Source: an optimization exercise on an open RTL-to-GDS flow (aim: small area, a short achievable clock period and few clock cycles per item). Production flows keep margins and buffers that such runs may drop.
In this exercise RTL edits were held to simulation tests only and were not proved equivalent to the original.

Setup of raven:
==> flow/design.v <==
module ber_estimate (
    input             clk,
    input             rst,
    input             in_valid,
    output            in_ready,
    input      [63:0] err_cnt,
    input      [63:0] bit_cnt,
    output reg        out_valid,
    output reg        invalid,
    output     [63:0] ber
);
    localparam integer K  = 3;                     
    localparam integer M  = (54 + K - 1) / K;      
    localparam integer N  = M * K + 1;             
    localparam integer W  = 68;                    
    localparam [1:0] S_IDLE = 2'd0,    
                     S_L2   = 2'd1,    
                     S_IT   = 2'd2,    
                     S_R    = 2'd3;    
    reg [1:0]  state;
    reg        rdy;                  
    reg        seen;                 
    reg [5:0]  lzb, lze;             
    reg        bz, ez;               
    reg        inv_i, zero_i;        
    reg [63:0] dv;                   
    reg [W-1:0] ws, wc;              
    reg [63:0] q;                    
    reg [N-1:0] qm;                  
    reg [10:0] ex;                   
    reg [5:0]  cnt;
    reg [1:0]  qkr;                  
    reg [1:0]  ckp, ck0, ckn;        
    reg        first;                
    assign in_ready = rdy;
    assign ber      = q;
    function [5:0] lzc64(input [63:0] v);
        reg [31:0] z1; reg [31:0] c1;            
        reg [15:0] z2; reg [31:0] c2;            
        reg [7:0]  z3; reg [23:0] c3;            
        reg [3:0]  z4; reg [15:0] c4;            
        reg [1:0]  z5; reg [9:0]  c5;            
        integer g;
        begin
            for (g = 0; g < 32; g = g + 1) begin
                z1[g] = ~v[2*g+1] & ~v[2*g];
                c1[g] = ~v[2*g+1];
            end
            for (g = 0; g < 16; g = g + 1) begin
                z2[g] = z1[2*g+1] & z1[2*g];
                c2[2*g +: 2] = z1[2*g+1] ? {1'b1, c1[2*g]} : {1'b0, c1[2*g+1]};
            end
            for (g = 0; g < 8; g = g + 1) begin
                z3[g] = z2[2*g+1] & z2[2*g];
                c3[3*g +: 3] = z2[2*g+1] ? {1'b1, c2[4*g +: 2]} : {1'b0, c2[4*g+2 +: 2]};
            end
            for (g = 0; g < 4; g = g + 1) begin
                z4[g] = z3[2*g+1] & z3[2*g];
                c4[4*g +: 4] = z3[2*g+1] ? {1'b1, c3[6*g +: 3]} : {1'b0, c3[6*g+3 +: 3]};
            end
            for (g = 0; g < 2; g = g + 1) begin
                z5[g] = z4[2*g+1] & z4[2*g];
                c5[5*g +: 5] = z4[2*g+1] ? {1'b1, c4[8*g +: 4]} : {1'b0, c4[8*g+4 +: 4]};
            end
            lzc64 = z5[1] ? {1'b1, c5[4:0]} : {1'b0, c5[9:5]};
        end
    endfunction
    wire        last   = (state == S_IT) & (cnt == 6'd0);
    wire        ld_b   = (state == S_IDLE) | last;
    wire        ld_e   = (state == S_L2) | ((state == S_R) & rdy);
    wire [63:0] sh_in  = ld_b ? bit_cnt : err_cnt;
    wire [5:0]  sh_amt = ld_b ? lzb : lze;
    wire [63:0] sh_out = sh_in << sh_amt;
    wire [W-1:0] bb = {3'b000, dv, 1'b0};
    function [2*W-1:0] step(input [W-1:0] s, input [W-1:0] c, input p, input n);
        reg [W-1:0] s2, c2, m, mj;
        begin
            s2 = {s[W-2:0], 1'b0};
            c2 = {c[W-2:0], 1'b0};
            m  = p ? ~bb : n ? bb : {W{1'b0}};
            mj   = (s2 & c2) | (s2 & m) | (c2 & m);
            step = {s2 ^ c2 ^ m, mj[W-2:0], p};
        end
    endfunction
    function [1:0] sel(input [W-1:0] s, input [W-1:0] c);
        reg [4:0] e;
        begin
            e   = s[W-2:W-6] + c[W-2:W-6];
            sel = {~e[4] & (e[3:0] != 4'h0), e[4] & (e[3:0] != 4'hF)};
        end
    endfunction
    reg  [W-1:0] as_, ac_, ss, sc;
    reg  [2*W-1:0] cp, c0, cn;
    reg  [1:0]   qd [0:K+1];
    reg  [1:0]   ep, e0, en;
    reg  [N-1:0] qq, qqm;
    integer j;
    always @* begin
        as_   = ws;
        ac_   = wc;
        ss    = ws;
        sc    = wc;
        qd[0] = 2'b00;
        qd[1] = qkr[1] ? ckp : qkr[0] ? ckn : ck0;
        for (j = 1; j <= K; j = j + 1) begin
            {as_, ac_} = step(as_, ac_, qd[j][1], qd[j][0]);
            begin
                cp = step(ss, sc, 1'b1, 1'b0);
                c0 = step(ss, sc, 1'b0, 1'b0);
                cn = step(ss, sc, 1'b0, 1'b1);
                ep = sel(cp[2*W-1:W], cp[W-1:0]);
                e0 = sel(c0[2*W-1:W], c0[W-1:0]);
                en = sel(cn[2*W-1:W], cn[W-1:0]);
                {ss, sc}  = qd[j][1] ? cp : qd[j][0] ? cn : c0;
                qd[j+1]   = qd[j][1] ? ep : qd[j][0] ? en : e0;
            end
        end
        qq  = {q[N-1:1], q[0] | first};
        qqm = {qm[N-1:1], qm[0] & ~first};
        for (j = 1; j <= K; j = j + 1) begin
            if (qd[j][1])      begin qqm = {qq[N-2:0], 1'b0};  qq = {qq[N-2:0], 1'b1};  end
            else if (qd[j][0]) begin qq  = {qqm[N-2:0], 1'b1}; qqm = {qqm[N-2:0], 1'b0}; end
            else               begin qqm = {qqm[N-2:0], 1'b1}; qq = {qq[N-2:0], 1'b0};  end
        end
    end
    wire [W-1:0] s = as_;
    wire [W-1:0] c = ac_;
    wire [4:0] e1   = {2'b00, sh_out[63:61]} - {2'b00, dv[63:61]} - 5'd1;
    wire [1:0] sel1 = {~e1[4] & (e1[3:0] != 4'h0), e1[4] & (e1[3:0] != 4'hF)};
    wire [W-1:0] wcy  = {1'b0, ws[W-2:0]} + {1'b0, wc[W-2:0]};
    wire         wneg = ws[W-1] ^ wc[W-1] ^ wcy[W-1];
    wire [W-1:0] wp   = ws ^ wc;
    wire [W-1:0] wk   = {ws[W-2:0] | wc[W-2:0], 1'b0};
    wire         wnz  = (wp != wk);      
    wire         neg   = wneg;
    wire         nz    = wnz;
    wire [N-1:0] qf    = neg ? qm : q[N-1:0];
    wire         lead  = qf[N-1];
    wire [51:0]  mant  = lead ? qf[N-2:N-53] : qf[N-3:N-54];
    wire         guard = lead ? qf[N-54] : qf[N-55];
    wire         stk   = nz | (lead ? (qf[N-55:0] != 0) : (N > 55 ? (qf[N-56 >= 0 ? N-56 : 0:0] != 0) : 1'b0));
    wire         inc   = guard & (stk | mant[0]);
    wire [10:0]  exf   = lead ? ex : ex - 11'd1;
    wire [62:0]  rounded = {exf, mant} + {62'd0, inc};
    always @(posedge clk) begin
        lzb <= lzc64(bit_cnt);
        lze <= lzc64(err_cnt);
        bz  <= (bit_cnt == 64'd0);
        ez  <= (err_cnt == 64'd0);
        ws  <= s;
        wc  <= c;
        q   <= {q[63:N], qq};
        qm  <= qqm;
        cnt <= cnt - 6'd1;
        qkr <= qd[K];
        ckp <= ep;
        ck0 <= e0;
        ckn <= en;
        first <= 1'b0;
        if (rst) begin
            state     <= S_IDLE;
            rdy       <= 1'b0;
            seen      <= 1'b0;
            out_valid <= 1'b0;
        end else begin
            seen      <= in_valid & ~rdy;
            out_valid <= 1'b0;
            rdy       <= 1'b0;
            if (ld_b && seen)
                dv <= sh_out;
            case (state)
                S_IDLE: if (seen) begin
                    state <= S_L2;
                    rdy   <= 1'b1;
                end
                S_L2: state <= S_IT;
                S_IT: if (last) begin
                    state <= S_R;
                    rdy   <= seen;
                end
                default: state <= rdy ? S_IT : S_IDLE;      
            endcase
            if (ld_e) begin
                ws     <= {3'b000, sh_out, 1'b1};
                wc     <= ~bb;
                cnt    <= M - 1;
                first  <= 1'b1;
                qkr    <= 2'b00;
                ckp    <= sel1;
                ck0    <= sel1;
                ckn    <= sel1;
                inv_i  <= bz;
                zero_i <= ez;
                ex     <= 11'd1023 + {5'd0, lzb} - {5'd0, lze};
            end
            if (state == S_R) begin
                out_valid <= 1'b1;
                invalid   <= inv_i;
                q         <= zero_i ? 64'd0 : {1'b0, rounded};
            end
        end
    end
endmodule
Settings: LEC_CHECK=0, ABC_AREA=1, CAP_MARGIN=20, CORE_MARGIN=2, CORE_UTILIZATION=55, SETUP_SLACK_MARGIN=5, SLEW_MARGIN=20; clock period 10.0 ns.
run.sh (not shown) runs the stock make flow with config.mk's settings and CLKGATE_MAP_FILE= SYNTH_SCRIPT=/design/flow/synth_recipe.tcl, a recipe that flattens the netlist after the stock synthesis.
Looking at the reports, raven completed the entire flow and the layout it produced met the timing, DRC and antenna checks.
Testbench counts of raven, summed over its fixed seeds: cycles 45,632, items 2,400.
[inputs] zinc vs raven
-- flow/design.v --
<<< raven, line 11
);
    localparam integer K  = 3;                     
    localparam integer M  = (54 + K - 1) / K;      
    localparam integer N  = M * K + 1;             
    localparam integer W  = 68;                    
    localparam [1:0] S_IDLE = 2'd0,    
>>> zinc, line 11
);
    localparam integer K  = 3;                     
    localparam integer M  = (55 + K - 1) / K;      
    localparam integer N  = M * K;                 
    localparam integer W  = 68;                    
    localparam [1:0] S_IDLE = 2'd0,    
<<< raven, line 30
    reg [10:0] ex;                   
    reg [5:0]  cnt;
    reg [1:0]  qkr;                  
    reg [1:0]  ckp, ck0, ckn;        
    reg        first;                
    assign in_ready = rdy;
    assign ber      = q;
>>> zinc, line 30
    reg [10:0] ex;                   
    reg [5:0]  cnt;
    reg [1:0]  q1r;                  
    assign in_ready = rdy;
    assign ber      = q;
<<< raven, line 102
        sc    = wc;
        qd[0] = 2'b00;
        qd[1] = qkr[1] ? ckp : qkr[0] ? ckn : ck0;
        for (j = 1; j <= K; j = j + 1) begin
            {as_, ac_} = step(as_, ac_, qd[j][1], qd[j][0]);
>>> zinc, line 100
        sc    = wc;
        qd[0] = 2'b00;
        qd[1] = q1r;
        for (j = 1; j <= K; j = j + 1) begin
            {as_, ac_} = step(as_, ac_, qd[j][1], qd[j][0]);
<<< raven, line 116
            end
        end
        qq  = {q[N-1:1], q[0] | first};
        qqm = {qm[N-1:1], qm[0] & ~first};
        for (j = 1; j <= K; j = j + 1) begin
            if (qd[j][1])      begin qqm = {qq[N-2:0], 1'b0};  qq = {qq[N-2:0], 1'b1};  end
>>> zinc, line 114
            end
        end
        qq  = q[N-1:0];
        qqm = qm;
        for (j = 1; j <= K; j = j + 1) begin
            if (qd[j][1])      begin qqm = {qq[N-2:0], 1'b0};  qq = {qq[N-2:0], 1'b1};  end
<<< raven, line 126
    wire [W-1:0] s = as_;
    wire [W-1:0] c = ac_;
    wire [4:0] e1   = {2'b00, sh_out[63:61]} - {2'b00, dv[63:61]} - 5'd1;
    wire [1:0] sel1 = {~e1[4] & (e1[3:0] != 4'h0), e1[4] & (e1[3:0] != 4'hF)};
    wire [W-1:0] wcy  = {1'b0, ws[W-2:0]} + {1'b0, wc[W-2:0]};
    wire         wneg = ws[W-1] ^ wc[W-1] ^ wcy[W-1];
>>> zinc, line 124
    wire [W-1:0] s = as_;
    wire [W-1:0] c = ac_;
    wire [W-1:0] wcy  = {1'b0, ws[W-2:0]} + {1'b0, wc[W-2:0]};
    wire         wneg = ws[W-1] ^ wc[W-1] ^ wcy[W-1];
<<< raven, line 150
        ws  <= s;
        wc  <= c;
        q   <= {q[63:N], qq};
        qm  <= qqm;
        cnt <= cnt - 6'd1;
        qkr <= qd[K];
        ckp <= ep;
        ck0 <= e0;
        ckn <= en;
        first <= 1'b0;
        if (rst) begin
            state     <= S_IDLE;
>>> zinc, line 146
        ws  <= s;
        wc  <= c;
        if (state == S_IT) begin
            q  <= {q[63:N], qq};
            qm <= qqm;
        end
        cnt <= cnt - 6'd1;
        q1r <= qd[K+1];
        if (rst) begin
            state     <= S_IDLE;
<<< raven, line 182
            endcase
            if (ld_e) begin
                ws     <= {3'b000, sh_out, 1'b1};
                wc     <= ~bb;
                cnt    <= M - 1;
                first  <= 1'b1;
                qkr    <= 2'b00;
                ckp    <= sel1;
                ck0    <= sel1;
                ckn    <= sel1;
                inv_i  <= bz;
                zero_i <= ez;
>>> zinc, line 176
            endcase
            if (ld_e) begin
                ws     <= {4'b0000, sh_out};
                wc     <= {W{1'b0}};
                cnt    <= M - 1;
                q1r    <= 2'b10;             
                inv_i  <= bz;
                zero_i <= ez;
==> run summary <==
- Of zinc and raven, it is zinc that has the higher routed wire length.
- Going from raven to zinc, area after synthesis higher, flip-flop and latch count lower, overall die area higher.
- Changes observed in zinc relative to raven: total vias in the final route has increased, number of clock buffers inserted by TritonCTS went up by 1, part of the cycle the worst path needs down 3.1 points.
- Diff raven -> zinc | sequential share of layout area | increase of 1.7 points
- zinc: share of the synthesized area in compound gates (AO/OA/AOI/OAI) is 2.0 points higher than what raven reported.
- Comparing raven and zinc, the higher layout-stage area growth over the synthesis result is on raven.
- Of zinc and raven, it is zinc that has the higher via count of the first global-routing pass.
Testbench counts of zinc, summed over its fixed seeds: cycles 48,032, items 2,400.

==> re-timing with driven ports <==
Ports are ideal in the flow. The routed layouts listed here were re-timed in OpenROAD.
Step 1, drivers: a clkbuf_16 drives clk and a buf_2 each remaining input, both assumed.
Step 2 adds t to the input delays and takes it off the output delays; t is the mean of the earliest and latest rising clock arrival at the registers after step 1. Input paths then give back, and output paths get back, about the clock's delay inside the block.
Three values: ideal, step 1, step 2; two values: the first two.
run | t (ns) | slack for setup (ns) | latest minus earliest clock arrival (ns)
raven | 0.688 | 4.506 / 4.506 / 4.506 | 0.040 / 0.040
zinc | 0.684 | 4.821 / 4.821 / 4.609 | 0.041 / 0.040
After both steps every run listed still meets setup and hold. The setup slack of zinc, which loses most, moves by 0.000 ns with the drivers and by -0.212 ns with both steps.
